From an optimization exercise on the open Yosys and OpenROAD flow, aimed at small area, a short achievable clock period and few clock cycles; shortcuts taken in it are not production practice.
Where RTL was checked, it was by simulation tests only, not by an equivalence proof against the original.
No functional check of the RTL was part of runs 2 and 3.
Power is estimated from default activity; no workload was simulated.

--- config.mk ---
export PLATFORM = sky130hd
export DESIGN_NAME = mix_core
export DESIGN_NICKNAME = mix_core
export VERILOG_FILES = /design/flow/design.v
export SDC_FILE = /design/flow/constraint.sdc
export NUM_CORES = 4
export LEC_CHECK = 0
export ABC_AREA = 1
export CAP_MARGIN = 20
export CORE_MARGIN = 2
export CORE_UTILIZATION = 40
export CTS_BUF_LIST = sky130_fd_sc_hd__clkbuf_8
export CTS_CLUSTER_SIZE = 24
export PLACE_DENSITY = 0.6
export SLEW_MARGIN = 20
export TNS_END_PERCENT = 100
--- constraint.sdc ---
create_clock -name core_clock -period 10.0 [get_ports {clk}]
set_input_delay 2.0000 -clock core_clock [delete_from_list [all_inputs] [get_ports {clk}]]
set_output_delay 2.0000 -clock core_clock [all_outputs]
set_load 0.01 [all_outputs]
--- design.v ---
module mix_core (
    input  wire        clk,
    input  wire        rst,
    output reg         mem_req,
    output reg         mem_we,
    output reg  [11:0] mem_addr,
    output reg  [30:0] mem_wdata,
    input  wire        mem_ack,
    input  wire [30:0] mem_rdata,
    output wire        halted,
    output reg  [2:0]  fault_kind,
    output reg  [13:0] fault_operand,
    output reg  [11:0] pc,
    output reg         ov,
    output reg  [30:0] rA,
    output reg  [30:0] rX,
    output reg  [12:0] rI1,
    output reg  [12:0] rI2,
    output reg  [12:0] rI3,
    output reg  [12:0] rI4,
    output reg  [12:0] rI5,
    output reg  [12:0] rI6
);
    localparam [2:0] F_INDEX     = 3'd1;
    localparam [2:0] F_INDEXSPEC = 3'd2;
    localparam [2:0] F_ARG       = 3'd3;
    localparam [2:0] F_OPCODE    = 3'd4;
    localparam [2:0] P_F0   = 3'd0;   
    localparam [2:0] P_FD   = 3'd1;   
    localparam [2:0] P_R    = 3'd2;   
    localparam [2:0] P_W    = 3'd3;   
    localparam [2:0] P_NF1  = 3'd4;   
    localparam [2:0] P_NF2  = 3'd5;   
    localparam [2:0] P_HALT = 3'd6;
    reg [2:0]  ph;
    reg        halt_q;
    assign halted = halt_q;
    reg [30:0] nb;         
    reg        nb_pcf;     
    reg [13:0] idx_q;      
    reg [5:0]  cur_c;      
    reg [2:0]  cur_r;      
    reg        cur_l0;     
    reg [4:0]  cur_fm;     
    reg        ex1;        
    reg        exn;        
    reg        ex2;        
    reg [2:0]  ex_r;       
    reg        add_es;     
    reg        add_s;      
    wire        n_sign = nb[30];
    wire [11:0] n_addr = nb[29:18];
    wire [5:0]  n_i    = nb[17:12];
    wire [5:0]  n_f    = nb[11:6];
    wire [5:0]  n_c    = nb[5:0];
    wire [2:0]  n_l    = n_f[5:3];
    wire [2:0]  n_r    = n_f[2:0];
    wire n_bad_i = (n_i > 6'd6);
    wire n_bad_f = !((n_r <= 3'd5) && (n_l <= n_r));
    wire n_known = (n_c == 6'd1) || (n_c == 6'd2) || ((n_c >= 6'd8) && (n_c <= 6'd33));
    wire n_half  = ((n_c >= 6'd25) && (n_c <= 6'd30)) || (n_c == 6'd32);
    wire [2:0] n_s = (n_l == 3'd0) ? 3'd1 : n_l;
    wire [2:0] n_k = (n_l == 3'd0 && n_r == 3'd0) ? 3'd0 : (n_r - n_s + 3'd1);
    wire n_bad_k = n_half && (n_k > 3'd2);
    wire [4:0] n_fm;
    genvar gi;
    generate
        for (gi = 1; gi <= 5; gi = gi + 1) begin : g_nfm
            assign n_fm[5 - gi] = (gi >= n_l) && (gi <= n_r);
        end
    endgenerate
    wire [13:0] ea      = idx_q + ({2'b00, n_addr} ^ {14{n_sign}}) + {13'd0, n_sign};
    wire        ea_bad  = ea[13] || (ea[12:0] >= 13'd4000);
    wire early_fault = nb_pcf || n_bad_i || n_bad_f;
    wire any_fault   = early_fault || !n_known || n_bad_k || ea_bad;
    reg [2:0]  d_kind;
    reg [13:0] d_operand;
    always @(*) begin
        if (nb_pcf) begin
            d_kind = F_INDEX;     d_operand = {2'b00, pc};
        end else if (n_bad_i) begin
            d_kind = F_INDEXSPEC; d_operand = {8'd0, n_i};
        end else if (n_bad_f) begin
            d_kind = F_ARG;       d_operand = {8'd0, n_f};
        end else if (!n_known) begin
            d_kind = F_OPCODE;    d_operand = {8'd0, n_c};
        end else if (n_bad_k) begin
            d_kind = F_ARG;       d_operand = {11'd0, n_k};
        end else begin
            d_kind = F_INDEX;     d_operand = ea;
        end
    end
    wire       c_sub   = (cur_c[1:0] == 2'd2);
    wire       c_load  = (cur_c[5:3] == 3'd1) || (cur_c[5:3] == 3'd2);
    wire       c_loadn = (cur_c[5:3] == 3'd2);
    wire       c_store = cur_c[5] || (cur_c[4] && cur_c[3]);
    wire       c_stzero = cur_c[5];    
    wire [2:0] c_reg  = cur_c[2:0];
    wire [29:0] fm = {{6{cur_fm[4]}}, {6{cur_fm[3]}}, {6{cur_fm[2]}},
                      {6{cur_fm[1]}}, {6{cur_fm[0]}}};
    function [30:0] shr;
        input [30:0] x;
        input [2:0]  r;
        case (r)
            3'd5: shr = x;
            3'd4: shr = {6'd0,  x[30:6]};
            3'd3: shr = {12'd0, x[30:12]};
            3'd2: shr = {18'd0, x[30:18]};
            3'd1: shr = {24'd0, x[30:24]};
            default: shr = {30'd0, x[30]};
        endcase
    endfunction
    function [29:0] shl;
        input [29:0] x;
        input [2:0]  r;
        case (r)
            3'd5: shl = x;
            3'd4: shl = {x[23:0], 6'd0};
            3'd3: shl = {x[17:0], 12'd0};
            3'd2: shl = {x[11:0], 18'd0};
            3'd1: shl = {x[5:0],  24'd0};
            default: shl = 30'd0;
        endcase
    endfunction
    reg [30:0] st_src;
    always @(*) begin
        if (c_stzero)
            st_src = 31'd0;
        else case (c_reg)
            3'd0: st_src = rA;
            3'd1: st_src = {rI1[12], 18'd0, rI1[11:0]};
            3'd2: st_src = {rI2[12], 18'd0, rI2[11:0]};
            3'd3: st_src = {rI3[12], 18'd0, rI3[11:0]};
            3'd4: st_src = {rI4[12], 18'd0, rI4[11:0]};
            3'd5: st_src = {rI5[12], 18'd0, rI5[11:0]};
            3'd6: st_src = {rI6[12], 18'd0, rI6[11:0]};
            default: st_src = rX;
        endcase
    end
    wire [29:0] rd_keep = c_store ? ~fm : fm;
    wire [29:0] st_sh   = c_store ? (shl(st_src[29:0], cur_r) & fm) : 30'd0;
    wire        st_sgn  = c_store && cur_l0;
    wire [30:0] rd_word = {st_sgn ? st_src[30] : mem_rdata[30],
                           (mem_rdata[29:0] & rd_keep) | st_sh};
    wire        rd_es   = (cur_l0 && (rA[30] ^ mem_rdata[30])) ^ c_sub;
    wire        sa     = cur_l0 && rA[30];
    wire        inv    = !ex1 || add_es;
    wire [29:0] fm_a   = ex1 ? fm : 30'd0;
    wire [30:0] op_a   = {1'b0, rA[29:0] & fm_a};
    wire [30:0] op_b   = {ex1 ? 1'b0 : mem_wdata[30], mem_wdata[29:0]} ^ {31{inv}};
    wire [31:0] sum    = {1'b0, op_a} + {1'b0, op_b} + {31'd0, inv};
    wire        neg    = add_es && !sum[31];          
    wire [30:0] res      = shr({ex2 && mem_wdata[30], mem_wdata[29:0]}, ex_r);
    wire        res_zero = (res == 31'd0);
    wire        ld_sgn   = cur_l0 && (mem_wdata[30] ^ c_loadn);
    wire [30:0] ld_word  = {ld_sgn, res[29:0]};
    wire [12:0] ld_half  = {ld_sgn, res[11:0]};
    reg [12:0] idx_sm;
    always @(*) begin
        if (ex1 && c_load && (c_reg == n_i[2:0]) && (n_i[2:0] != 3'd0))
            idx_sm = ld_half;
        else case (n_i[2:0])
            3'd1: idx_sm = rI1;
            3'd2: idx_sm = rI2;
            3'd3: idx_sm = rI3;
            3'd4: idx_sm = rI4;
            3'd5: idx_sm = rI5;
            3'd6: idx_sm = rI6;
            default: idx_sm = 13'd0;
        endcase
    end
    wire [13:0] idx_tc = idx_sm[12] ? -{2'b00, idx_sm[11:0]} : {2'b00, idx_sm[11:0]};
    wire [11:0] pc_inc   = pc + 12'd1;
    wire        no_fetch = (pc >= 12'd3999);
    wire decode = ((ph == P_FD) && mem_ack) || (ph == P_NF2);
    always @(posedge clk) begin
        idx_q <= idx_tc;
        if (rst) begin
            ph      <= P_F0;
            halt_q  <= 1'b0;
            mem_req <= 1'b1;
            mem_we  <= 1'b0;
            mem_addr <= 12'd0;
            pc      <= 12'd0;
            nb_pcf  <= 1'b0;
            ex1     <= 1'b0;
            exn     <= 1'b0;
            ex2     <= 1'b0;
            ov      <= 1'b0;
            rA      <= 31'd0;
            rX      <= 31'd0;
            rI1     <= 13'd0;
            rI2     <= 13'd0;
            rI3     <= 13'd0;
            rI4     <= 13'd0;
            rI5     <= 13'd0;
            rI6     <= 13'd0;
        end else begin
            ex1 <= 1'b0;
            exn <= 1'b0;
            ex2 <= 1'b0;
            if (ex1) begin
                if (c_load) begin
                    case (c_reg)
                        3'd0: rA  <= ld_word;
                        3'd1: rI1 <= ld_half;
                        3'd2: rI2 <= ld_half;
                        3'd3: rI3 <= ld_half;
                        3'd4: rI4 <= ld_half;
                        3'd5: rI5 <= ld_half;
                        3'd6: rI6 <= ld_half;
                        default: rX <= ld_word;
                    endcase
                end else begin
                    mem_wdata <= sum[30:0];
                    add_s     <= sa ^ neg;
                    exn       <= neg;
                    ex2       <= !neg;
                end
            end
            if (exn) begin
                mem_wdata <= sum[30:0];
                ex2       <= 1'b1;
            end
            if (ex2) begin
                rA <= {add_s && !res_zero, res[29:0]};
                if (res[30])
                    ov <= 1'b1;
            end
            case (ph)
                P_F0: begin
                    if (mem_ack) begin
                        nb       <= mem_rdata;
                        mem_addr <= pc_inc;
                        ph       <= P_FD;
                    end
                end
                P_R: begin
                    if (mem_ack) begin
                        mem_wdata <= rd_word;
                        add_es    <= rd_es;
                        ex_r      <= cur_r;
                        if (c_store) begin
                            mem_we <= 1'b1;
                            ph     <= P_W;
                        end else begin
                            ex1 <= 1'b1;
                            if (no_fetch || nb_pcf) begin
                                mem_req <= 1'b0;
                                ph      <= P_NF1;
                            end else begin
                                mem_addr <= pc_inc;
                                ph       <= P_FD;
                            end
                        end
                    end
                end
                P_W: begin
                    if (mem_ack) begin
                        mem_we <= 1'b0;
                        if (mem_addr == pc)
                            nb <= mem_wdata;
                        if (no_fetch || nb_pcf) begin
                            mem_req <= 1'b0;
                            ph      <= P_NF1;
                        end else begin
                            mem_addr <= pc_inc;
                            ph       <= P_FD;
                        end
                    end
                end
                P_NF1: ph <= P_NF2;
                P_HALT: halt_q <= 1'b1;
                default: ;
            endcase
            if (decode) begin
                fault_kind    <= d_kind;
                fault_operand <= d_operand;
                cur_c         <= n_c;
                cur_r         <= n_r;
                cur_l0        <= (n_l == 3'd0);
                cur_fm        <= n_fm;
                mem_addr      <= ea[11:0];
                if (ph == P_FD)
                    nb <= mem_rdata;
                else
                    nb_pcf <= 1'b1;
                if (!early_fault)
                    pc <= pc_inc;
                if (any_fault) begin
                    mem_req <= 1'b0;
                    halt_q  <= !exn;
                    ph      <= P_HALT;
                end else begin
                    mem_req  <= 1'b1;
                    ph       <= P_R;
                end
            end
        end
    end
endmodule
--- flow/run.sh ---
#!/bin/bash
set -euo pipefail
cd "$(dirname "$0")/.."
MARGIN=$(cat flow/margin.txt 2>/dev/null || echo 5)
bash standard.sh \
  "BUFFER_PORTS_ARGS=-buffer_cell sky130_fd_sc_hd__buf_1" \
  "SETUP_SLACK_MARGIN=${MARGIN}" \
  finish > standard_make.log 2>&1
--- flow/margin.txt ---
6.5
--- standard.sh ---
#!/bin/bash
# synth_recipe.tcl (not shown) runs the flow's synth.tcl, then flattens the netlist and writes it again
# the make line also repeats each setting of config.mk as NAME=value (left out here)
make -C /OpenROAD-flow-scripts/flow DESIGN_CONFIG=/design/flow/config.mk WORK_HOME=/design/flow/orfs CLKGATE_MAP_FILE= SYNTH_SCRIPT=/design/flow/synth_recipe.tcl "${@:-finish}"
==> impl_metrics.env, run 1 <==
export IMPL_drtIter0Drc=2906
export IMPL_reg2reg_depth=13
export IMPL_cp_data_required_time_ns=8.00
export IMPL_slew_headroom_pct=24.0
export IMPL_cp_arrival_ns=1.54
export IMPL_dieArea_mm2=0.0513
export IMPL_synthDistinctLibCells=53
export IMPL_combinationalPowerShare_pct=18.8
export IMPL_io_pins=250
export IMPL_cts_path_max_buffers=3
export IMPL_cts_sinks=288
export IMPL_clk_latency_ns=0.68
export IMPL_worstHoldStart="rX[23]"
export IMPL_fp_dieH_um=227
export IMPL_swShare_pct=33.3
export IMPL_syn_cell_area_mm2=0.0198
export IMPL_cp_start_kind="flop"
export IMPL_grt_antenna_before_repair=2
export IMPL_numCtsBuffers=52
export IMPL_ys_warn_count=1
export IMPL_crit_slowest_cell="edfxtp_1"
export IMPL_gr_total_overflow=0
export IMPL_fin_crit_ns=3.54
export IMPL_netlist_instances=3070
export IMPL_setup_tns_ns=0
export IMPL_synth_area_leaders="dfxtp_1 19%, nand2_1 17%, edfxtp_1 15%"
export IMPL_wirelength_um=91900
export IMPL_gp_congestion=1.08
export IMPL_path_buf_inv=1
export IMPL_clock_fmax_mhz=283
export IMPL_cellInternalPower_mw=2.05
export IMPL_cpPeakStageDelay_ns=0.70
export IMPL_grt_pass1_wl_um=133000
export IMPL_slew_violations=0
export IMPL_nets=3389
export IMPL_worstMarginPinSlew_ns=1.14
export IMPL_path_clk_slew_ns=0.06
export IMPL_synth_common_cells="880 x nand2_1, 361 x inv_1, 304 x o21ai_0"
export IMPL_hp_class="flop to flop"
export IMPL_cts_tree="done"
export IMPL_num_vias=22600
export IMPL_synth_seq_area_share_pct=34.1
export IMPL_hold_viol_final=0
export IMPL_critPathCaptureType="output port"
export IMPL_grt_max_degree=126
export IMPL_p_per_area_mw_per_mm2=136
export IMPL_grt_pass1_vias=20700
export IMPL_worstSetupPathType="flop to output port"
export IMPL_wl_per_cell_um=22.9
export IMPL_fin_hold_ws_ns=0.491
export IMPL_viasPerCell=5.63
export IMPL_layout_drive_gt1_share_pct=6.04
export IMPL_num_fill_cells=5219
export IMPL_status="finished clean"
export IMPL_path_max_fanout=7
export IMPL_r2r_start="cur_c[0]"
export IMPL_setup_violations=0
export IMPL_avgSynthCellArea_um2=6.45
export IMPL_leakage_nw=10.2
export IMPL_io_buffer_count=249
export IMPL_reg2reg_slack_ns=6.55
export IMPL_worstHoldEndpoint="rX[23]"
export IMPL_p_sw_mw=1.02
export IMPL_rsz0062_at_grt="yes"
export IMPL_syn_to_final_growth_pct=14.2
export IMPL_cap_violations=0
export IMPL_htree_levels=2
export IMPL_ys_ff_latch=288
export IMPL_skew_ns=0.0603
export IMPL_ant_nets=0
export IMPL_core_mm2=0.0490
export IMPL_clockRootBuffer="clkbuf_8"
export IMPL_pwr_share_clk_pct=38.0
export IMPL_drc=0
export IMPL_dieWidth_um=227
export IMPL_holdPathStages=2
export IMPL_yosys_area_top_type_share_pct=19.1
export IMPL_dp_hpwl_um=70100
export IMPL_start_util_pct=40.5
export IMPL_peakVddDrop_v=0.0000912
export IMPL_period_share_pct=35.4
export IMPL_first_pass_iters=6
export IMPL_crit_family="flip-flops"
export IMPL_syn_num_nets=3155
export IMPL_power_frac_seq_pct=43.2
export IMPL_synth_flop_cell="dfxtp_1"
export IMPL_yosysMostFrequentCell="nand2_1"
export IMPL_r2r_end="mem_wdata[9]"
export IMPL_synth_edf_count=99
export IMPL_crit_chain="buf_1"
export IMPL_grt_use_total_pct=35.2
export IMPL_synth_area_leader_cell="dfxtp_1"
export IMPL_async_flop_share_pct=0
export IMPL_rows=81
what timing repair did:
| action | in CTS | in global routing |
|---|---|---|
| hold buffers | 0 | 0 |
| resized for setup | 9 | 17 |
| buffers inserted | 18 | 11 |
| pin swaps | 1 | 2 |
| endpoints found under the setup margin | 221 | 170 |
| gates cloned | 1 | 0 |
kinds of logic after synthesis:
group | count (synthesis) | share of synthesized area [%]
AO/OA/AOI/OAI | 715 | 19.5
flip-flops | 288 | 34.1
adder cells (fa/ha/maj) | 51 | 3.30
XOR/XNOR | 75 | 3.32
AND/OR/NAND/NOR | 1430 | 29.8
buffers and inverters | 511 | 10.1
flip-flops by register name, indices dropped and copies added, names as in the netlist, 13 cells and up:
name	cells
idx_q	14
rI1	13
rI5	13
mem_wdata	31
rX	31
rI4	13
rA	31
nb	31
rI3	13
fault_operand	14
rI6	13
rI2	13
worst max-delay path by stage:
stage	cells after the start	start	slack [ns]	to
after floorplan	5	mem_ack	6.51	cur_c[0]
after global placement	6	rst	5.51	rA[30]
after detailed placement	6	rst	5.41	rA[26]
after CTS	1	mem_wdata[8]	6.50	mem_wdata[8]
after global routing	17	ex1	6.49	mem_wdata[30]
final	1	mem_wdata[25]	6.46	mem_wdata[25]
cells in the final DEF (no fill, tap or decap), drive strengths merged, types with 15 or more instances in the layout:
cell / count
a21oi: 277
o21ai: 314
a31oi: 21
clkbuf: 59
o22ai: 29
nor3: 19
ha: 49
nand3: 178
dfxtp: 189
edfxtp: 99
o211ai: 15
buf: 304
nand4: 53
nand2: 888
xor2: 63
nor2: 272
inv: 400
clkinv: 19
stage by stage:
stage	util (%)	instances	setup WS [ns]	total power, mW	instance area, um^2
2_1_floorplan	-	3070	6.51	1.69	19800
3_3_place_gp	43.4	3884	5.51	1.88	21300
3_5_place_dp	43.4	3884	5.41	1.89	21300
4_1_cts	46.0	4000	6.50	3.06	22500
5_1_grt	46.2	4011	6.49	3.19	22600
6_report	46.2	4014	6.46	3.08	22600
per-layer routing:
| layer | routed length (um) | share of wire, % | up-vias | GRT usage [%] |
|---|---|---|---|---|
| met3 | 9260 | 10 | 217 | 6.09 |
| met2 | 39600 | 43 | 1253 | 53.6 |
| li1 | - | - | 10600 | - |
| met4 | 5530 | 6.0 | 0 | 19.8 |
| met1 | 37500 | 41 | 10600 | 47.0 |
| met5 | 0 | 0 | - | 0 |
worst register-to-register path, delay by kind of cell, from the launching register on:
kind / cells / cell delay, ns
AOI/OAI and AO/OA: 2 / 0.69
buffers and inverters: 2 / 0.45
DFF: 1 / 0.50
and+or+nand+nor: 9 / 1.55
power by group through the flow:
stage	clock, mW	combinational [mW]	sequential, mW
3_5_place_dp	0	0.520	1.37
4_1_cts	1.18	0.554	1.33
6_report	1.17	0.578	1.33
5_1_grt	1.23	0.634	1.33
3_3_place_gp	0	0.515	1.37
2_1_floorplan	0	0.357	1.33
area by class of cell:
class	instances	area, um^2	area share [%]
well taps	664	831	3.67
multi-input cells	2272	11100	49.2
clock inverters	38	248	1.09
diodes	3	7.51	0.0332
flip-flops and latches	288	6760	29.9
inverters	386	1460	6.45
repair buffers	304	1370	6.05
clock buffers	59	812	3.59
Testbench counts, summed over its fixed seeds: cycles 74,146.
==> inputs of run 2 (changes only) <==
--- a/design.v
+++ b/design.v
@@ -91,6 +91,7 @@
         end
     end
     wire       c_sub   = (cur_c[1:0] == 2'd2);
+    wire       c_arith = (cur_c[5:3] == 3'd0);
     wire       c_load  = (cur_c[5:3] == 3'd1) || (cur_c[5:3] == 3'd2);
     wire       c_loadn = (cur_c[5:3] == 3'd2);
     wire       c_store = cur_c[5] || (cur_c[4] && cur_c[3]);
@@ -140,14 +141,14 @@
     wire [29:0] rd_keep = c_store ? ~fm : fm;
     wire [29:0] st_sh   = c_store ? (shl(st_src[29:0], cur_r) & fm) : 30'd0;
     wire        st_sgn  = c_store && cur_l0;
-    wire [30:0] rd_word = {st_sgn ? st_src[30] : mem_rdata[30],
+    wire [30:0] rd_word = {st_sgn ? st_src[30] : (mem_rdata[30] && !c_arith),
                            (mem_rdata[29:0] & rd_keep) | st_sh};
     wire        rd_es   = (cur_l0 && (rA[30] ^ mem_rdata[30])) ^ c_sub;
     wire        sa     = cur_l0 && rA[30];
-    wire        inv    = !ex1 || add_es;
+    wire        inv    = add_es;                      
     wire [29:0] fm_a   = ex1 ? fm : 30'd0;
     wire [30:0] op_a   = {1'b0, rA[29:0] & fm_a};
-    wire [30:0] op_b   = {ex1 ? 1'b0 : mem_wdata[30], mem_wdata[29:0]} ^ {31{inv}};
+    wire [30:0] op_b   = mem_wdata ^ {31{inv}};
     wire [31:0] sum    = {1'b0, op_a} + {1'b0, op_b} + {31'd0, inv};
     wire        neg    = add_es && !sum[31];          
     wire [30:0] res      = shr({ex2 && mem_wdata[30], mem_wdata[29:0]}, ex_r);
@@ -172,6 +173,39 @@
     wire [13:0] idx_tc = idx_sm[12] ? -{2'b00, idx_sm[11:0]} : {2'b00, idx_sm[11:0]};
     wire [11:0] pc_inc   = pc + 12'd1;
     wire        no_fetch = (pc >= 12'd3999);
+    reg rst_q;
+    always @(posedge clk) begin
+        rst_q <= rst;
+        if (rst_q) begin
+            ov  <= 1'b0;
+            rA  <= 31'd0;
+            rX  <= 31'd0;
+            rI1 <= 13'd0;
+            rI2 <= 13'd0;
+            rI3 <= 13'd0;
+            rI4 <= 13'd0;
+            rI5 <= 13'd0;
+            rI6 <= 13'd0;
+        end else begin
+            if (ex1 && c_load) begin
+                case (c_reg)
+                    3'd0: rA  <= ld_word;
+                    3'd1: rI1 <= ld_half;
+                    3'd2: rI2 <= ld_half;
+                    3'd3: rI3 <= ld_half;
+                    3'd4: rI4 <= ld_half;
+                    3'd5: rI5 <= ld_half;
+                    3'd6: rI6 <= ld_half;
+                    default: rX <= ld_word;
+                endcase
+            end
+            if (ex2) begin
+                rA <= {add_s && !res_zero, res[29:0]};
+                if (res[30])
+                    ov <= 1'b1;
+            end
+        end
+    end
     wire decode = ((ph == P_FD) && mem_ack) || (ph == P_NF2);
     always @(posedge clk) begin
         idx_q <= idx_tc;
@@ -186,32 +220,12 @@
             ex1     <= 1'b0;
             exn     <= 1'b0;
             ex2     <= 1'b0;
-            ov      <= 1'b0;
-            rA      <= 31'd0;
-            rX      <= 31'd0;
-            rI1     <= 13'd0;
-            rI2     <= 13'd0;
-            rI3     <= 13'd0;
-            rI4     <= 13'd0;
-            rI5     <= 13'd0;
-            rI6     <= 13'd0;
         end else begin
             ex1 <= 1'b0;
             exn <= 1'b0;
             ex2 <= 1'b0;
             if (ex1) begin
-                if (c_load) begin
-                    case (c_reg)
-                        3'd0: rA  <= ld_word;
-                        3'd1: rI1 <= ld_half;
-                        3'd2: rI2 <= ld_half;
-                        3'd3: rI3 <= ld_half;
-                        3'd4: rI4 <= ld_half;
-                        3'd5: rI5 <= ld_half;
-                        3'd6: rI6 <= ld_half;
-                        default: rX <= ld_word;
-                    endcase
-                end else begin
+                if (!c_load) begin
                     mem_wdata <= sum[30:0];
                     add_s     <= sa ^ neg;
                     exn       <= neg;
@@ -222,11 +236,6 @@
                 mem_wdata <= sum[30:0];
                 ex2       <= 1'b1;
             end
-            if (ex2) begin
-                rA <= {add_s && !res_zero, res[29:0]};
-                if (res[30])
-                    ov <= 1'b1;
-            end
             case (ph)
                 P_F0: begin
                     if (mem_ack) begin
--- a/config.mk
+++ b/config.mk
@@ -9,8 +9,6 @@
 export CAP_MARGIN = 20
 export CORE_MARGIN = 2
 export CORE_UTILIZATION = 40
-export CTS_BUF_LIST = sky130_fd_sc_hd__clkbuf_8
-export CTS_CLUSTER_SIZE = 24
 export PLACE_DENSITY = 0.6
 export SLEW_MARGIN = 20
 export TNS_END_PERCENT = 100
==> run 2 against run 1 <==
Die area rose by 0.83%. Clock power is 11% higher. Cell area increased by 0.26%. Via count down 1.7%. Critical endpoint is now mem_wdata[21]. First-iteration DRC count fell by 19%.
==> impl_metrics.env, run 2 <==
export IMPL_status="finished clean"
export IMPL_p_sw_mw=1.08
export IMPL_place_area_mm2=0.0214
export IMPL_layout_commonest_cell="nand2_1"
export IMPL_pwr_share_clk_pct=39.4
export IMPL_nets=3364
export IMPL_synth_common_cells="851 x nand2_1, 350 x inv_1, 315 x nor2_1"
export IMPL_slew_violations=0
export IMPL_yosysMostFrequentCell="nand2_1"
export IMPL_dp_hpwl_um=69800
export IMPL_ant_nets=0
export IMPL_crit_family="flip-flops"
export IMPL_combinationalPowerShare_pct=19.2
export IMPL_setup_tns_ns=0
export IMPL_core_mm2=0.0492
export IMPL_critPathCaptureType="output port"
export IMPL_rsz0062_at_grt="no"
export IMPL_grt_pass1_wl_um=130000
export IMPL_diodes=0
export IMPL_io_pins=250
export IMPL_wirelength_um=89800
export IMPL_cp_arrival_ns=1.53
export IMPL_power_mw=3.30
export IMPL_num_fill_cells=5233
export IMPL_first_pass_iters=7
export IMPL_path_buf_inv=1
export IMPL_hold_viol_final=0
export IMPL_cts_path_max_buffers=3
export IMPL_ys_warn_count=1
export IMPL_cts_sinks=289
export IMPL_r2r_start="cur_c[1]"
export IMPL_drc=0
export IMPL_avgSynthCellArea_um2=6.49
export IMPL_drtIter0Drc=2353
export IMPL_syn_num_nets=3164
export IMPL_synth_seq_area_share_pct=33.9
export IMPL_cp_start_kind="flop"
export IMPL_dieArea_mm2=0.0518
export IMPL_design_area_mm2=0.0227
export IMPL_start_util_pct=40.6
export IMPL_syn_cell_area_mm2=0.0200
export IMPL_path_depth=1
export IMPL_crit_slowest_cell="edfxtp_1"
export IMPL_grt_max_degree=84
export IMPL_netlist_instances=3079
export IMPL_final_cell_mix="850 x nand2_1, 345 x inv_1, 307 x nor2_1, 297 x o21ai_0, 262 x a21oi_1"
export IMPL_synth_area_leader_cell="dfxtp_1"
export IMPL_slew_headroom_pct=26.3
export IMPL_cp_data_required_time_ns=8.00
export IMPL_crit_chain="buf_1"
export IMPL_clockRootBuffer="clkbuf_16"
export IMPL_numCtsBuffers=36
export IMPL_io_buffer_count=249
export IMPL_final_core_util_pct=46.2
export IMPL_p_per_area_mw_per_mm2=145
export IMPL_grt_antenna_before_repair=0
export IMPL_fin_crit_ns=3.53
export IMPL_cellInternalPower_mw=2.22
export IMPL_grt_use_total_pct=34.1
export IMPL_r2r_end="mem_wdata[9]"
export IMPL_viasPerCell=5.60
export IMPL_htree_levels=2
export IMPL_yosys_area_top_type_share_pct=19.0
export IMPL_num_vias=22200
export IMPL_gp_congestion=1.06
export IMPL_fp_dieH_um=227
export IMPL_synth_flop_cell="dfxtp_1"
export IMPL_clk_latency_ns=0.56
export IMPL_period_share_pct=35.3
export IMPL_worstHoldStart="rX[23]"
export IMPL_cts_tree="done"
export IMPL_reg2reg_slack_ns=6.60
export IMPL_dieWidth_um=227
export IMPL_holdBufCountCts=0
export IMPL_path_max_fanout=7
export IMPL_setup_violations=0
export IMPL_gr_total_overflow=0
export IMPL_skew_ns=0.0237
export IMPL_clock_fmax_mhz=283
export IMPL_cap_violations=0
export IMPL_reg2reg_depth=12
export IMPL_grt_pass1_vias=20600
export IMPL_layout_drive_gt1_share_pct=5.14
export IMPL_async_flop_share_pct=0
export IMPL_cpPeakStageDelay_ns=0.77
export IMPL_syn_to_final_growth_pct=13.6
export IMPL_synth_edf_count=99
export IMPL_worstMarginPinSlew_ns=1.11
export IMPL_peakVddDrop_v=0.000104
export IMPL_swShare_pct=32.6
export IMPL_power_frac_seq_pct=41.4
export IMPL_holdPathStages=2
export IMPL_worstHoldEndpoint="rX[23]"
export IMPL_rows=81
export IMPL_wl_per_cell_um=22.6
export IMPL_hp_class="flop to flop"
export IMPL_synth_area_leaders="dfxtp_1 19%, nand2_1 16%, edfxtp_1 15%"
export IMPL_synthDistinctLibCells=56
export IMPL_worstSetupPathType="flop to output port"
export IMPL_ys_ff_latch=289
export IMPL_leakage_nw=9.94
export IMPL_path_clk_slew_ns=0.06
[run 2: how the worst max path moves through the flow]
stage	start	slack [ns]	endpoint
floorplan	rst	6.66	cur_c[0]
global placement	mem_ack	5.80	add_es
detailed placement	mem_ack	5.71	add_es
CTS	cur_c[5]	6.50	mem_wdata[0]
global route	mem_wdata[21]	6.51	mem_wdata[21]
finish	mem_wdata[21]	6.47	mem_wdata[21]
[run 2: power groups by stage]
stage          Sequential (mW)  Clock [mW]  Combinational, mW
3_3_place_gp              1.39           0              0.606
5_1_grt                   1.37        1.36              0.701
4_1_cts                   1.36        1.31              0.623
3_5_place_dp              1.39           0              0.614
2_1_floorplan             1.35           0              0.425
6_report                  1.37        1.30              0.633
[run 2: cells by family after synthesis]
| logic type | Yosys count | synth area share [%] |
|---|---|---|
| compound gates | 688 | 18.5 |
| xor+xnor | 82 | 3.59 |
| fa+ha+maj | 51 | 3.31 |
| buf+inv | 491 | 9.74 |
| flops | 289 | 33.9 |
| simple gates | 1478 | 30.9 |
[run 2: worst min-delay path: stages (launching register included)]
cell	delay (ns)
dfxtp_1	0.31
inv_1	0.06
a21oi_1	0.06
[run 2: timing repair]
| item | CTS | global route |
|---|---|---|
| endpoints found under the hold margin | 0 | 0 |
| gates cloned | 1 | 0 |
| setup buffers | 5 | 2 |
| resized for setup | 4 | 10 |
| endpoints found under the setup margin | 34 | 33 |
| pin swaps | 0 | 1 |
[run 2: through the flow]
step,setup slack (ns),hold slack [ns],std cells
floorplan,6.66,0.466,3079
global placement,5.80,0.463,3897
detailed placement,5.71,0.470,3897
CTS,6.50,0.478,3969
global route,6.51,0.498,3971
finish,6.47,0.479,3971
[run 2: area by class of cell]
type / count / area (um^2) / area share (%)
tap: 664 / 831 / 3.66
clock inverter: 16 / 124 / 0.546
timing repair buffer: 283 / 1190 / 5.26
inverter: 369 / 1410 / 6.21
timing repair inverter: 1 / 7.51 / 0.0331
sequential: 289 / 6780 / 29.9
multi-input combinational: 2299 / 11300 / 49.8
clock buffer: 50 / 1050 / 4.61
[run 2: routing by layer]
layer	share of wire (%)	vias to the layer above	global-route usage, %
li1	-	10500	-
met1	43	10500	45.7
met2	45	1006	54.2
met3	7.5	169	4.59
met4	5.0	0	16.3
met5	0	-	0
==> inputs of run 3 (changes only) <==
--- a/config.mk
+++ b/config.mk
@@ -8,7 +8,7 @@
 export ABC_AREA = 1
 export CAP_MARGIN = 20
 export CORE_MARGIN = 2
-export CORE_UTILIZATION = 40
-export PLACE_DENSITY = 0.6
+export CORE_UTILIZATION = 60
+export PLACE_DENSITY = 0.75
 export SLEW_MARGIN = 20
 export TNS_END_PERCENT = 100
==> run 3 against run 2 <==
First-iteration DRC count rose by 48%. Non-clock buffer count rose by 6. Cell count fell by 5.6%. Maximum frequency rose by 1.1%. Still clean. Sequential share of layout area rose by 0.55 points. Routed wire length fell by 8.7%. Via count rose by 5.0%. Critical path depth rose by 11. Total power fell by 4.3%. Critical endpoint is now mem_wdata[9]. Die area fell by 33%. Clock skew fell by 0.010 ns.
==> impl_metrics.env, run 3 <==
export IMPL_status="finished clean"
export IMPL_ant_nets=0
export IMPL_worst_slack_ns=6.51
export IMPL_nets=3364
export IMPL_ys_warn_count=1
export IMPL_path_max_fanout=10
export IMPL_cap_violations=0
export IMPL_io_pins=250
export IMPL_gp_congestion=1.11
export IMPL_leakage_nw=9.88
export IMPL_syn_num_nets=3164
export IMPL_period_share_pct=34.9
export IMPL_dieWidth_um=186
export IMPL_hold_viol_final=0
export IMPL_worstSetupPathType="flop to flop"
export IMPL_power_mw=3.16
export IMPL_setup_violations=0
export IMPL_synth_top_family_by_area="simple AND/OR/NAND/NOR gates"
export IMPL_wl_per_cell_um=21.9
export IMPL_rsz0062_at_grt="no"
export IMPL_start_util_pct=61.1
export IMPL_synth_seq_area_share_pct=33.9
export IMPL_grt_antenna_before_repair=5
export IMPL_p_per_area_mw_per_mm2=142
export IMPL_grt_max_degree=122
export IMPL_num_fill_cells=2962
export IMPL_clk_latency_ns=0.59
export IMPL_synth_mux_area_share_pct=0
export IMPL_fp_dieH_um=186
export IMPL_avgSynthCellArea_um2=6.49
export IMPL_final_cell_mix="851 x nand2_1, 346 x inv_1, 310 x nor2_1, 296 x o21ai_0, 262 x a21oi_1"
export IMPL_dp_hpwl_um=61500
export IMPL_peakVddDrop_v=0.000141
export IMPL_design_area_mm2=0.0223
export IMPL_reg2reg_depth=12
export IMPL_worstMarginPinSlew_ns=1.09
export IMPL_clockRootBuffer="clkbuf_16"
export IMPL_holdPathStages=2
export IMPL_slew_violations=0
export IMPL_synth_compound_area_share_pct=18.5
export IMPL_clock_fmax_mhz=286
export IMPL_syn_cell_area_mm2=0.0200
export IMPL_drc=0
export IMPL_htree_levels=1
export IMPL_wirelength_um=82000
export IMPL_fin_hold_ws_ns=0.484
export IMPL_synth_adder_area_share_pct=3.31
export IMPL_path_clk_slew_ns=0.07
export IMPL_dp_cells=3675
export IMPL_async_flop_share_pct=0
export IMPL_ys_ff_latch=289
export IMPL_first_pass_iters=6
export IMPL_hp_class="flop to flop"
export IMPL_grt_pass1_vias=21000
export IMPL_skew_ns=0.0137
export IMPL_place_ws_ns=5.71
export IMPL_grt_pass1_wl_um=122000
export IMPL_synth_flop_cell="dfxtp_1"
export IMPL_netlist_instances=3079
export IMPL_gr_total_overflow=0
export IMPL_viasPerCell=6.23
export IMPL_cts_sinks=289
export IMPL_synth_edf_count=99
export IMPL_place_area_mm2=0.0211
export IMPL_dieArea_mm2=0.0348
export IMPL_num_vias=23300
export IMPL_cp_arrival_ns=3.84
export IMPL_yosys_area_top_type_share_pct=19.0
export IMPL_fin_crit_ns=3.49
export IMPL_io_buffer_count=249
export IMPL_synth_area_leaders="dfxtp_1 19%, nand2_1 16%, edfxtp_1 15%"
export IMPL_instances_no_fill=3748
export IMPL_grt_use_total_pct=45.0
export IMPL_holdBufCountCts=0
export IMPL_cts_path_max_buffers=3
export IMPL_synth_xor_area_share_pct=3.59
export IMPL_critPathCaptureType="flop"
export IMPL_final_core_util_pct=68.1
export IMPL_yosys_area_share_simple_pct=30.9
export IMPL_yosysMostFrequentCell="nand2_1"
export IMPL_layout_commonest_cell="nand2_1"
export IMPL_layout_drive_gt1_share_pct=4.94
export IMPL_numCtsBuffers=30
export IMPL_cts_tree="done"
export IMPL_synth_common_cells="851 x nand2_1, 350 x inv_1, 315 x nor2_1"
export IMPL_slew_headroom_pct=27.5
export IMPL_synthDistinctLibCells=56
export IMPL_core_mm2=0.0327
export IMPL_cp_start_kind="flop"
export IMPL_cp_data_required_time_ns=10.35
export IMPL_setup_tns_ns=0
export IMPL_rows=66
export IMPL_drtIter0Drc=3491
export IMPL_synth_area_leader_cell="dfxtp_1"
export IMPL_syn_to_final_growth_pct=11.5
==> run 3: cell counts after synthesis <==
No cell type changed its count.
==> run 3: what timing repair did <==
action / 4_1_cts / 5_1_grt
setup buffers: 0 / 13
pin swaps: 0 / 1
gates cloned: 0 / 1
resized for setup: 2 / 10
endpoints found under the setup margin: 13 / 49
==> run 3: final timing paths <==
| check | to | start | slack [ns] |
|---|---|---|---|
| max | mem_wdata[9] | cur_c[1] | 6.51 |
| min | rX[25] | rX[25] | 0.48 |
| max reg2reg | mem_wdata[9] | cur_c[1] | 6.51 |
| min reg2reg | rX[25] | rX[25] | 0.48 |
==> run 3: area by class of cell <==
type / instances / area (um^2) / share of cell area [%]
diodes: 4 / 10.0 / 0.0449
well taps: 442 / 553 / 2.48
clock buffers: 39 / 827 / 3.71
inverters: 369 / 1410 / 6.31
flip-flops and latches: 289 / 6780 / 30.4
clock inverters: 16 / 170 / 0.764
multi-input cells: 2299 / 11300 / 50.7
repair inverters: 1 / 7.51 / 0.0337
repair buffers: 289 / 1230 / 5.54
==> run 3: kinds of logic (layout without fill, tap and decap cells) <==
kind of cell             Yosys count  count (layout)
AND/OR/NAND/NOR                 1478            1478
AO/OA/AOI/OAI                    688             688
buffers and inverters            491             714
flip-flops                       289             289
XOR/XNOR                          82              82
adder cells (fa/ha/maj)           51              51
other                              0               4
==> run 3: layer usage <==
metal  vias to the layer above  track usage [%]  part of all wire, %
li1                      10500                -                    -
met1                     10600             57.3                   36
met2                      1785             67.4                   42
met3                       424             9.95                   13
met4                         0             32.8                  8.7
met5                         -                0                    0
==> run 3: worst max-delay path, cell delays in order, from the launching register on <==
cell        delay [ns]
edfxtp_1          0.48
inv_1             0.12
nand3_1           0.38
clkinvlp_4        0.41
nand2_1           0.12
o21ai_0           0.08
nor2_1            0.37
nand4_1           0.31
nand2_1           0.29
o21ai_0           0.34
a21o_1            0.26
nand2_1           0.05
inv_1             0.04
==> run 3: power by group <==
part / switching [mW] / internal, mW
Combinational: 0.450 / 0.185
Sequential: 0.0874 / 1.28
Clock: 0.498 / 0.660
==> inputs of run 4 (changes only) <==
--- a/design.v
+++ b/design.v
@@ -69,7 +69,10 @@
             assign n_fm[5 - gi] = (gi >= n_l) && (gi <= n_r);
         end
     endgenerate
-    wire [13:0] ea      = idx_q + ({2'b00, n_addr} ^ {14{n_sign}}) + {13'd0, n_sign};
+    wire [14:0] ea_c;
+    mix_bk_add #(.W(14), .L(4)) u_ea (
+        .a(idx_q), .b({2'b00, n_addr} ^ {14{n_sign}}), .ci(n_sign), .s(ea_c));
+    wire [13:0] ea      = ea_c[13:0];
     wire        ea_bad  = ea[13] || (ea[12:0] >= 13'd4000);
     wire early_fault = nb_pcf || n_bad_i || n_bad_f;
     wire any_fault   = early_fault || !n_known || n_bad_k || ea_bad;
@@ -149,7 +152,8 @@
     wire [29:0] fm_a   = ex1 ? fm : 30'd0;
     wire [30:0] op_a   = {1'b0, rA[29:0] & fm_a};
     wire [30:0] op_b   = mem_wdata ^ {31{inv}};
-    wire [31:0] sum    = {1'b0, op_a} + {1'b0, op_b} + {31'd0, inv};
+    wire [31:0] sum;
+    mix_bk_add #(.W(31), .L(5)) u_sum (.a(op_a), .b(op_b), .ci(inv), .s(sum));
     wire        neg    = add_es && !sum[31];          
     wire [30:0] res      = shr({ex2 && mem_wdata[30], mem_wdata[29:0]}, ex_r);
     wire        res_zero = (res == 31'd0);
@@ -170,8 +174,13 @@
             default: idx_sm = 13'd0;
         endcase
     end
-    wire [13:0] idx_tc = idx_sm[12] ? -{2'b00, idx_sm[11:0]} : {2'b00, idx_sm[11:0]};
-    wire [11:0] pc_inc   = pc + 12'd1;
+    wire [14:0] idx_c;
+    mix_bk_add #(.W(14), .L(4)) u_idx (
+        .a({2'b00, idx_sm[11:0]} ^ {14{idx_sm[12]}}), .b(14'd0), .ci(idx_sm[12]), .s(idx_c));
+    wire [13:0] idx_tc = idx_c[13:0];
+    wire [12:0] pc_c;
+    mix_bk_add #(.W(12), .L(4)) u_pc (.a(pc), .b(12'd0), .ci(1'b1), .s(pc_c));
+    wire [11:0] pc_inc   = pc_c[11:0];
     wire        no_fetch = (pc >= 12'd3999);
     reg rst_q;
     always @(posedge clk) begin
@@ -308,3 +317,44 @@
         end
     end
 endmodule
+module mix_bk_add #(parameter W = 31, parameter L = 5) (
+    input  wire [W-1:0] a,
+    input  wire [W-1:0] b,
+    input  wire         ci,
+    output wire [W:0]   s
+);
+    localparam N = 1 << L;           
+    wire [N-1:0] x = {{(N-W-1){1'b0}}, a, ci};
+    wire [N-1:0] y = {{(N-W-1){1'b0}}, b, ci};
+    wire [N-1:0] G [0:2*L-1];
+    wire [N-1:0] P [0:2*L-1];
+    assign G[0] = x & y;
+    assign P[0] = x ^ y;
+    genvar l, i;
+    generate
+        for (l = 0; l < L; l = l + 1) begin : up
+            for (i = 0; i < N; i = i + 1) begin : bit_
+                if (((i + 1) % (2 << l)) == 0) begin : op
+                    assign G[l+1][i] = G[l][i] | (P[l][i] & G[l][i - (1 << l)]);
+                    assign P[l+1][i] = P[l][i] & P[l][i - (1 << l)];
+                end else begin : pass
+                    assign G[l+1][i] = G[l][i];
+                    assign P[l+1][i] = P[l][i];
+                end
+            end
+        end
+        for (l = L - 2; l >= 0; l = l - 1) begin : dn
+            for (i = 0; i < N; i = i + 1) begin : bit_
+                if (((i + 1) % (2 << l)) == (1 << l) && i >= (2 << l)) begin : op
+                    assign G[2*L-1-l][i] = G[2*L-2-l][i] | (P[2*L-2-l][i] & G[2*L-2-l][i - (1 << l)]);
+                    assign P[2*L-1-l][i] = P[2*L-2-l][i] & P[2*L-2-l][i - (1 << l)];
+                end else begin : pass
+                    assign G[2*L-1-l][i] = G[2*L-2-l][i];
+                    assign P[2*L-1-l][i] = P[2*L-2-l][i];
+                end
+            end
+        end
+    endgenerate
+    wire [N-1:0] c = G[2*L-1];
+    assign s = {c[W], P[0][W:1] ^ c[W-1:0]};
+endmodule
==> config.mk (replaced) <==
export PLATFORM = sky130hd
export DESIGN_NAME = mix_core
export DESIGN_NICKNAME = mix_core
export VERILOG_FILES = /design/flow/design.v
export SDC_FILE = /design/flow/constraint.sdc
export NUM_CORES = 4
export LEC_CHECK = 0
export CAP_MARGIN = 20
export CORE_MARGIN = 2
export CORE_UTILIZATION = 40
export PLACE_DENSITY = 0.6
export SLEW_MARGIN = 20
export TNS_END_PERCENT = 100
==> run 4 against run 3 <==
Sequential share of layout area is essentially flat. Largest cell class unchanged. Die area up 40%. Highest routed layer unchanged. Maximum frequency decreased by 7.2%. Critical path type unchanged. Global-route usage shrank 14 points. Sequential power barely moved. Combinational power increased by 25%. Clock-buffer cell count rose by 7. Cell area increased by 0.19%. Critical path depth increased by 4. Via count decreased by 17%. Cell count shrank 17%.
==> impl_metrics.env, run 4 <==
export IMPL_status="finished clean"
export IMPL_first_pass_iters=6
export IMPL_place_area_mm2=0.0202
export IMPL_fin_crit_ns=3.77
export IMPL_swShare_pct=31.9
export IMPL_nets=2592
export IMPL_wirelength_um=80200
export IMPL_gp_congestion=1.00
export IMPL_grt_pass1_wl_um=117000
export IMPL_async_flop_share_pct=0
export IMPL_peakVddDrop_v=0.000123
export IMPL_cp_startpoint="add_es"
export IMPL_synth_flop_cell="dfxtp_1"
export IMPL_critPathCaptureType="flop"
export IMPL_worstSetupPathType="flop to flop"
export IMPL_fin_hold_ws_ns=0.473
export IMPL_dieWidth_um=221
export IMPL_fp_dieH_um=221
export IMPL_gr_usage_met1_pct=42.3
export IMPL_cap_violations=0
export IMPL_design_area_mm2=0.0223
export IMPL_dieArea_mm2=0.0488
export IMPL_synth_common_cells="300 x nor2_1, 232 x nand2_1, 218 x a21oi_1"
export IMPL_io_buffer_count=249
export IMPL_synth_seq_area_share_pct=36.0
export IMPL_combinationalPowerShare_pct=22.5
export IMPL_pwr_share_clk_pct=38.5
export IMPL_synth_area_leader_cell="dfxtp_1"
export IMPL_num_vias=19400
export IMPL_worst_slack_ns=6.23
export IMPL_ys_warn_count=4
export IMPL_cts_path_max_buffers=3
export IMPL_yosysMostFrequentCell="nor2_1"
export IMPL_synthDistinctLibCells=85
export IMPL_syn_to_final_growth_pct=18.7
export IMPL_place_ws_ns=5.71
export IMPL_cts_tree="done"
export IMPL_reg2reg_slack_ns=6.23
export IMPL_grt_use_total_pct=31.4
export IMPL_ant_nets=0
export IMPL_syn_cell_area_mm2=0.0188
export IMPL_final_cell_mix="288 x nor2_1, 247 x buf_1, 230 x nand2_1, 208 x a21oi_1, 187 x dfxtp_1"
export IMPL_synth_edf_count=99
export IMPL_clk_latency_ns=0.57
export IMPL_wl_per_cell_um=25.8
export IMPL_r2r_start="add_es"
export IMPL_r2r_end="mem_wdata[30]"
export IMPL_viasPerCell=6.22
export IMPL_p_sw_mw=1.13
export IMPL_layout_commonest_cell="nor2_1"
export IMPL_hp_class="flop to flop"
export IMPL_yosys_area_top_type_share_pct=20.2
export IMPL_ys_ff_latch=289
export IMPL_clock_fmax_mhz=266
export IMPL_power_frac_seq_pct=39.0
export IMPL_htree_levels=2
export IMPL_power_mw=3.53
export IMPL_gr_total_overflow=0
export IMPL_numCtsBuffers=35
export IMPL_worstHoldEndpoint="ov"
export IMPL_grt_pass1_vias=17800
export IMPL_reg2reg_depth=16
export IMPL_path_clk_slew_ns=0.06
export IMPL_grt_max_degree=73
export IMPL_synth_area_leaders="dfxtp_1 20%, edfxtp_1 16%, nor2_1 6.0%"
export IMPL_p_per_area_mw_per_mm2=158
export IMPL_drtIter0Drc=2346
export IMPL_grt_antenna_before_repair=2
export IMPL_cp_start_kind="flop"
export IMPL_cellInternalPower_mw=2.41
export IMPL_num_fill_cells=4529
export IMPL_setup_tns_ns=0
export IMPL_worstMarginPinSlew_ns=1.26
export IMPL_drc=0
export IMPL_hold_viol_final=0
export IMPL_netlist_instances=2265
export IMPL_slew_violations=0
export IMPL_slew_headroom_pct=15.3
export IMPL_holdPathStages=2
export IMPL_layout_drive_gt1_share_pct=12.5
export IMPL_core_mm2=0.0465
export IMPL_rsz0062_at_grt="yes"
export IMPL_cp_data_required_time_ns=10.29
export IMPL_dp_cells=2972
export IMPL_clockRootBuffer="clkbuf_16"
export IMPL_worstHoldStart="ov"
export IMPL_final_core_util_pct=48.1
export IMPL_avgSynthCellArea_um2=8.30
export IMPL_cp_arrival_ns=4.06
export IMPL_grt_util_met2_pct=47.0
export IMPL_syn_num_nets=2379
export IMPL_path_max_fanout=7
export IMPL_holdBufCountCts=0
export IMPL_dp_hpwl_um=56900
export IMPL_io_pins=250
export IMPL_setup_violations=0
export IMPL_instances_no_fill=3112
export IMPL_leakage_nw=8.13
export IMPL_rows=79
export IMPL_start_util_pct=40.5
export IMPL_busiest_layer="met2"
export IMPL_skew_ns=0.0300
export IMPL_cts_sinks=289
export IMPL_period_share_pct=37.7
export IMPL_grtUsageMet3_pct=7.20
## run 4: cell types whose count changed after synthesis, sizes merged, moves of 37 or more
cell    delta
o21ai    -186
a21oi     -46
nand3    -129
a211oi    +74
nand4     -43
clkbuf    +77
nand2    -630
inv      -309
and3      +37
a22oi     +66
## run 4: how the worst max path moves through the flow
stage,endpoint,depth (start not counted)
finish,mem_wdata[30],16
global route,mem_wdata[25],16
CTS,halt_q,14
detailed placement,nb[29],6
global placement,nb[9],6
floorplan,halt_q,15
## run 4: worst max-delay path, stage by stage, from the launching register on
cell      delay, ns
edfxtp_1       0.45
buf_6          0.18
buf_16         0.14
xor2_2         0.14
ha_1           0.35
a21oi_2        0.17
o21ai_2        0.11
a221oi_2       0.27
o31a_1         0.31
o31a_1         0.31
nor2_2         0.09
o41ai_2        0.25
fa_2           0.26
xor2_1         0.14
nor2_1         0.06
xnor2_1        0.16
a21oi_1        0.08
## run 4: area by class of cell
class | count | area [um^2] | area share, %
Antenna cell | 2 | 5.00 | 0.0224
Clock buffer | 46 | 1000 | 4.48
Clock inverter | 16 | 205 | 0.919
Inverter | 58 | 225 | 1.01
Multi-Input combinational cell | 1730 | 11500 | 51.3
Sequential cell | 289 | 6780 | 30.4
Tap cell | 607 | 759 | 3.40
Timing Repair Buffer | 364 | 1890 | 8.45
## run 4: kinds of logic (layout without fill, tap and decap cells)
logic type	Yosys count	count (layout)	share of synthesized area [%]
compound gates	709	709	25.0
xor+xnor	119	119	5.54
fa+ha+maj	81	81	6.21
buf+inv	247	484	5.18
flops	289	289	36.0
mux	68	68	4.21
other cells	0	2	0
simple gates	752	753	17.8
## run 4: per-layer routing
layer / share of wire, % / vias to the layer above / wire length (um)
met4: 5.1 / 0 / 4120
met1: 40 / 9298 / 32500
met5: 0 / - / 0
li1: - / 8653 / -
met2: 44 / 1182 / 34900
met3: 11 / 230 / 8730
## run 4: power groups by stage
stage	clock network, mW	logic, mW	registers [mW]
final	1.36	0.794	1.38
after global routing	1.42	0.853	1.38
after CTS	1.37	0.731	1.37
after floorplan	0	0.490	1.36
after detailed placement	0	0.661	1.42
after global placement	0	0.651	1.42
## run 4: repair_timing
| item | in CTS | in global routing |
|---|---|---|
| cloned | 2 | 1 |
| setup buffers | 55 | 18 |
| resized for setup | 42 | 47 |
| pin swaps | 18 | 26 |
| endpoints found under the setup margin | 80 | 67 |
Testbench counts of run 4, summed over its fixed seeds: cycles 74,146.
==> inputs of run 5 (changes only) <==
--- a/config.mk
+++ b/config.mk
@@ -5,9 +5,10 @@
 export SDC_FILE = /design/flow/constraint.sdc
 export NUM_CORES = 4
 export LEC_CHECK = 0
+export ABC_AREA = 1
 export CAP_MARGIN = 20
 export CORE_MARGIN = 2
 export CORE_UTILIZATION = 40
 export PLACE_DENSITY = 0.6
 export SLEW_MARGIN = 20
-export TNS_END_PERCENT = 100
+export TNS_END_PERCENT = 0
==> run 5 against run 4 <==
Highest routed layer is now met5. Critical path depth decreased by 5. Core utilization decreased by 1.8 points. Total power decreased by 12%. Critical endpoint is now idx_q[11]. Combinational power decreased by 38%. Cell area decreased by 1.5%. Still clean on timing, DRC and antenna.
==> impl_metrics.env, run 5 <==
export IMPL_cp_startpoint="ex_r[0]"
export IMPL_setup_violations=0
export IMPL_fp_dieH_um=223
export IMPL_synth_flop_cell="dfxtp_1"
export IMPL_cap_violations=0
export IMPL_clock_fmax_mhz=277
export IMPL_slew_violations=0
export IMPL_synth_area_leader_cell="dfxtp_1"
export IMPL_viasPerCell=5.74
export IMPL_diodes=0
export IMPL_synth_common_cells="639 x nand2_1, 282 x o21ai_0, 274 x inv_1"
export IMPL_final_cell_mix="635 x nand2_1, 280 x o21ai_0, 272 x inv_1, 266 x a21oi_1, 249 x buf_1"
export IMPL_power_frac_seq_pct=42.9
export IMPL_cp_data_required_time_ns=10.44
export IMPL_async_flop_share_pct=0
export IMPL_hold_viol_final=0
export IMPL_clockRootBuffer="clkbuf_16"
export IMPL_nets=3048
export IMPL_critPathCaptureType="flop"
export IMPL_start_util_pct=40.3
export IMPL_grt_use_total_pct=32.6
export IMPL_peakVddDrop_v=0.000101
export IMPL_netlist_instances=2725
export IMPL_p_sw_uw=941
export IMPL_worstHoldStart="mem_req"
export IMPL_pwr_share_clk_pct=41.3
export IMPL_r2r_start="ex_r[0]"
export IMPL_wirelength_um=83700
export IMPL_dp_cells=3483
export IMPL_drc=0
export IMPL_period_share_pct=36.1
export IMPL_layout_drive_gt1_share_pct=7.20
export IMPL_synth_seq_area_share_pct=35.4
export IMPL_cts_tree="done"
export IMPL_yosysMostFrequentCell="nand2_1"
export IMPL_status="finished clean"
export IMPL_ys_warn_count=4
export IMPL_io_pins=250
export IMPL_crit_slowest_cell="edfxtp_1"
export IMPL_path_max_fanout=16
export IMPL_slew_headroom_pct=24.5
export IMPL_gr_total_overflow=0
export IMPL_synthDistinctLibCells=61
export IMPL_cp_start_kind="flop"
export IMPL_instances_no_fill=3574
export IMPL_cts_sinks=289
export IMPL_yosys_area_top_type_share_pct=19.8
export IMPL_gp_congestion=0.986
export IMPL_ys_ff_latch=289
export IMPL_num_vias=20500
export IMPL_cp_arrival_ns=4.05
export IMPL_path_clk_slew_ns=0.07
export IMPL_setup_tns_ns=0
export IMPL_synth_area_leaders="dfxtp_1 20%, edfxtp_1 16%, nand2_1 13%"
export IMPL_rsz0062_at_grt="yes"
export IMPL_syn_to_final_growth_pct=14.7
export IMPL_dieWidth_um=223
export IMPL_power_mw=3.11
export IMPL_htree_levels=2
export IMPL_layout_commonest_cell="nand2_1"
export IMPL_io_buffer_count=249
export IMPL_dp_hpwl_um=62600
export IMPL_grt_max_degree=130
export IMPL_design_area_mm2=0.0220
export IMPL_grt_pass1_wl_um=121000
export IMPL_synth_edf_count=99
export IMPL_cellInternalPower_mw=2.16
export IMPL_drtIter0Drc=2563
export IMPL_numCtsBuffers=34
export IMPL_num_fill_cells=4851
export IMPL_grt_pass1_vias=18700
export IMPL_dieArea_mm2=0.0497
export IMPL_path_common_cell="nand2_1"
export IMPL_p_per_area_mw_per_mm2=141
export IMPL_clk_latency_ns=0.56
export IMPL_holdBufCountCts=0
export IMPL_worstSetupPathType="flop to flop"
export IMPL_fin_crit_ns=3.61
export IMPL_core_mm2=0.0475
export IMPL_swShare_pct=30.3
export IMPL_syn_cell_area_mm2=0.0192
export IMPL_wl_per_cell_um=23.4
export IMPL_cpPeakStageDelay_ns=0.78
export IMPL_worstMarginPinSlew_ns=1.13
export IMPL_syn_num_nets=2839
export IMPL_leakage_nw=9.20
export IMPL_cts_path_max_buffers=3
export IMPL_first_pass_iters=6
export IMPL_combinationalPowerShare_pct=15.8
export IMPL_grt_antenna_before_repair=2
export IMPL_place_area_mm2=0.0205
export IMPL_skew_ns=0.0305
export IMPL_hp_class="flop to flop"
export IMPL_ant_nets=0
export IMPL_crit_chain="inv_2 -> nor2_2 -> nand2_1 -> nand4_1 -> clkinv_1 -> o21ai_1 -> inv_1 -> ha_1 -> inv_1 -> nand2_1 -> nand2_1"
export IMPL_fin_hold_ws_ns=0.474
export IMPL_avgSynthCellArea_um2=7.03
export IMPL_rows=80
-- run 5: cell count changes after synthesis, sizes merged, moves of 37 or more --
cell    previous run  this run
nand3             42       123
inv               56       294
nand2            232       655
and3              38         1
o21ai            122       292
a21oi            218       268
a22oi             68         3
a211oi            86        23
clkbuf           155        94
-- run 5: per-layer routing --
layer | vias to the layer above | routed length, um | track usage (%)
met5 | - | 13 | 0
met3 | 190 | 8950 | 6.35
li1 | 9508 | - | -
met4 | 2 | 4270 | 15.3
met1 | 9598 | 35000 | 45.4
met2 | 1232 | 35500 | 48.5
-- run 5: critical path: cells and delay by family (launching register included) --
family,cells,cell delay [ns]
flops,1,0.78
buf+inv,4,0.86
fa+ha+maj,1,0.30
simple gates,5,1.02
compound gates,1,0.51
-- run 5: final timing paths --
path / endpoint / slack [ns] / depth (start not counted)
worst max-delay path: idx_q[11] / 6.39 / 11
worst min-delay path: mem_req / 0.47 / 2
worst max register to register: idx_q[11] / 6.39 / 11
worst min register to register: mem_req / 0.47 / 2
-- run 5: stage by stage --
| stage | setup WS [ns] | utilization [%] |
|---|---|---|
| global placement | 5.50 | 43.1 |
| CTS | 6.27 | 45.7 |
| global route | 6.29 | 46.2 |
| detailed placement | 5.42 | 43.1 |
| floorplan | 6.44 | - |
| finish | 6.39 | 46.2 |
-- run 5: cells by family (layout without fill, tap and decap cells) --
kind of cell               after synthesis  after routing  share of synthesized area, %
AOI/OAI and AO/OA                      700            700                          20.0
xor gates and xnor gates                88             88                          4.02
adders and majority gates               80             80                          6.05
buffers and inverters                  437            668                          9.17
DFF                                    289            289                          35.4
and+or+nand+nor                       1131           1134                          25.4
-- run 5: power by group through the flow --
stage	Sequential, mW	Combinational [mW]	Clock [mW]
after CTS	1.33	0.464	1.29
after floorplan	1.33	0.309	0
final	1.33	0.491	1.28
after detailed placement	1.36	0.450	0
after global routing	1.33	0.537	1.33
after global placement	1.36	0.447	0
-- run 5: area by class of cell --
type / count / area (um^2) / share of cell area, %
clock inverters: 10 / 93.8 / 0.427
clock buffers: 51 / 1040 / 4.72
multi-input cells: 2002 / 10800 / 49.1
flip-flops and latches: 289 / 6780 / 30.8
inverters: 302 / 1140 / 5.18
well taps: 615 / 769 / 3.50
repair buffers: 305 / 1370 / 6.24
-- run 5: repair_timing --
item,4_1_cts,5_1_grt
pin swaps,2,7
gates resized for setup,2,22
buffers inserted,8,19
setup endpoints to repair,89,131
cloned,2,1
==> inputs of run 6 (changes only) <==
--- a/config.mk
+++ b/config.mk
@@ -11,4 +11,4 @@
 export CORE_UTILIZATION = 40
 export PLACE_DENSITY = 0.6
 export SLEW_MARGIN = 20
-export TNS_END_PERCENT = 0
+export TNS_END_PERCENT = 100
==> run 6 against run 5 <==
Sequential share of layout area shrank 0.39 points. Maximum frequency increased by 3.6%. Routed wire length is 0.57% higher. Clock skew rose by 0.00095 ns. Synthesized cell count did not move. Global-route usage increased by 0.24 points. Register-to-register slack gained 0.20 ns. Worst hold slack got worse by 0.0079 ns. Total power increased by 1.5%. Synthesized area unchanged. Core utilization rose by 0.59 points. Sequential cell count unchanged. Critical endpoint is now mem_wdata[17]. Largest cell class unchanged.
==> impl_metrics.env, run 6 <==
export IMPL_period_share_pct=34.8
export IMPL_design_area_mm2=0.0223
export IMPL_rsz0062_at_grt="yes"
export IMPL_dieWidth_um=223
export IMPL_synth_area_leader_cell="dfxtp_1"
export IMPL_syn_num_nets=2839
export IMPL_synth_common_cells="639 x nand2_1, 282 x o21ai_0, 274 x inv_1"
export IMPL_start_util_pct=40.3
export IMPL_ys_ff_latch=289
export IMPL_regArea_mm2=0.00678
export IMPL_final_cell_mix="630 x nand2_1, 279 x o21ai_0, 271 x inv_1, 265 x a21oi_1, 248 x buf_1"
export IMPL_hold_viol_final=0
export IMPL_place_ws_ns=5.60
export IMPL_slew_headroom_pct=27.6
export IMPL_cts_tree="done"
export IMPL_fin_hold_ws_ns=0.466
export IMPL_core_mm2=0.0475
export IMPL_worst_slack_ns=6.52
export IMPL_netlist_instances=2725
export IMPL_ant_nets=0
export IMPL_yosysMostFrequentCell="nand2_1"
export IMPL_final_core_util_pct=46.8
export IMPL_path_clk_slew_ns=0.06
export IMPL_multi_input_area_mm2=0.0109
export IMPL_io_buffer_count=249
export IMPL_p_per_area_mw_per_mm2=142
export IMPL_dp_cells=3483
export IMPL_viasPerCell=5.76
export IMPL_layout_drive_gt1_share_pct=8.20
export IMPL_dieArea_mm2=0.0497
export IMPL_crit_chain="buf_1"
export IMPL_leakage_nw=9.32
export IMPL_crit_family="flip-flops"
export IMPL_clockRootBuffer="clkbuf_16"
export IMPL_layout_commonest_cell="nand2_1"
export IMPL_num_vias=20700
export IMPL_synth_seq_area_share_pct=35.4
export IMPL_ys_warn_count=4
export IMPL_worstMarginPinSlew_ns=1.09
export IMPL_clk_latency_ns=0.58
export IMPL_grt_use_total_pct=32.8
export IMPL_grt_max_degree=102
export IMPL_drc=0
export IMPL_synth_flop_cell="dfxtp_1"
export IMPL_status="finished clean"
export IMPL_cp_start_kind="flop"
export IMPL_hp_class="flop to flop"
export IMPL_io_pins=250
export IMPL_numCtsBuffers=35
export IMPL_htree_levels=2
export IMPL_crit_slowest_cell="edfxtp_1"
export IMPL_first_pass_iters=6
export IMPL_holdBufCountCts=0
export IMPL_reg2reg_slack_ns=6.59
export IMPL_critPathCaptureType="output port"
export IMPL_dp_hpwl_um=63200
export IMPL_setup_tns_ns=0
export IMPL_rows=80
export IMPL_path_max_fanout=7
export IMPL_fp_dieH_um=223
export IMPL_gr_total_overflow=0
export IMPL_yosys_area_top_type_share_pct=19.8
export IMPL_avgSynthCellArea_um2=7.03
export IMPL_path_buf_inv=1
export IMPL_power_mw=3.15
export IMPL_cpPeakStageDelay_ns=0.71
export IMPL_clock_fmax_mhz=287
export IMPL_worstSetupPathType="flop to output port"
export IMPL_setup_violations=0
export IMPL_wl_per_cell_um=23.4
export IMPL_cts_path_max_buffers=3
export IMPL_synth_edf_count=99
export IMPL_cap_violations=0
export IMPL_grt_pass1_wl_um=122000
export IMPL_cts_sinks=289
export IMPL_cp_data_required_time_ns=8.00
export IMPL_grt_pass1_vias=18700
export IMPL_cp_arrival_ns=1.48
export IMPL_nets=3065
export IMPL_diodes=0
export IMPL_drtIter0Drc=2645
export IMPL_syn_cell_area_mm2=0.0192
export IMPL_gp_congestion=1.00
export IMPL_fin_crit_ns=3.48
export IMPL_async_flop_share_pct=0
export IMPL_instances_no_fill=3591
export IMPL_synthDistinctLibCells=61
export IMPL_synth_area_leaders="dfxtp_1 20%, edfxtp_1 16%, nand2_1 13%"
export IMPL_grt_antenna_before_repair=1
export IMPL_wirelength_um=84200
export IMPL_place_area_mm2=0.0205
export IMPL_num_fill_cells=4930
export IMPL_syn_to_final_growth_pct=16.2
export IMPL_peakVddDrop_v=0.0000896
export IMPL_skew_ns=0.0315
export IMPL_slew_violations=0
run 6: cell counts after synthesis:
Identical to the previous run, type by type.
run 6: timing repair:
action                                  CTS  global route
endpoints found under the setup margin   83            77
gates cloned                              2             0
buffers inserted                         29            15
pin swaps                                 2            19
gates resized for setup                  13            29
run 6: path summary, 6_finish.rpt:
path	from	end	cells after the start
setup / recovery	mem_wdata[17]	mem_wdata[17]	1
hold / removal	mem_req	mem_req	2
setup reg to reg	ex_r[1]	idx_q[10]	11
hold reg to reg	mem_req	mem_req	2
run 6: cells by family after synthesis:
| group | share of synthesized area (%) |
|---|---|
| and+or+nand+nor | 25.4 |
| AOI/OAI and AO/OA | 20.0 |
| buffers and inverters | 9.17 |
| DFF | 35.4 |
| xor gates and xnor gates | 4.02 |
| adders and majority gates | 6.05 |
run 6: area by class of cell:
cell class,instances,share of cell area (%)
Clock buffer,52,4.82
Clock inverter,10,0.478
Inverter,302,5.13
Multi-Input combinational cell,2001,48.7
Sequential cell,289,30.4
Tap cell,615,3.46
Timing Repair Buffer,322,6.94
run 6: layer usage:
metal	vias to the layer above	track usage [%]	share of wire, %
met1	9815	46.4	43
met2	1137	49.7	43
met3	177	5.58	9.9
li1	9555	-	-
met5	-	0	0.017
met4	2	13.1	4.1
run 6: power breakdown:
| group | switching, mW | leakage [nW] | internal [mW] | total, mW |
|---|---|---|---|---|
| Sequential | 0.0657 | 2.49 | 1.26 | 1.33 |
| Combinational | 0.345 | 6.27 | 0.161 | 0.506 |
| Clock | 0.545 | 0.571 | 0.774 | 1.32 |

[separate check: timing with driven ports]
How much do the figures lean on ideal ports? The routed layouts below were timed once more, with nothing changed but the port constraints. Step 1, drivers: a clkbuf_16 drives clk and a buf_2 each remaining input, both assumed. Step 2 times the ports against the registers' clock, not the clock port: input delays grow and output delays shrink by t, the midpoint of the rising clock arrivals with the driver on. Slacks: no drivers / after step 1 / after step 2; pairs: no drivers / after step 1.
run | shift t [ns] | setup WS [ns] | slew at the worst register clock pin (ns) | cell pins on the clock port's net
run 1 | 0.704 | 6.465 / 6.411 / 5.990 | 0.07 / 0.07 | 1
run 2 | 0.610 | 6.469 / 6.409 / 6.095 | 0.06 / 0.06 | 1
run 3 | 0.639 | 6.507 / 6.469 / 6.027 | 0.07 / 0.07 | 1
run 4 | 0.610 | 6.235 / 6.235 / 6.080 | 0.07 / 0.07 | 1
run 5 | 0.603 | 6.391 / 6.391 / 5.957 | 0.07 / 0.07 | 1
run 6 | 0.624 | 6.518 / 6.455 / 5.989 | 0.07 / 0.07 | 1
After both steps every run listed still meets setup and hold. For run 6, which loses most, drivers alone change the setup slack by -0.063 ns; drivers and shift together by -0.529 ns.
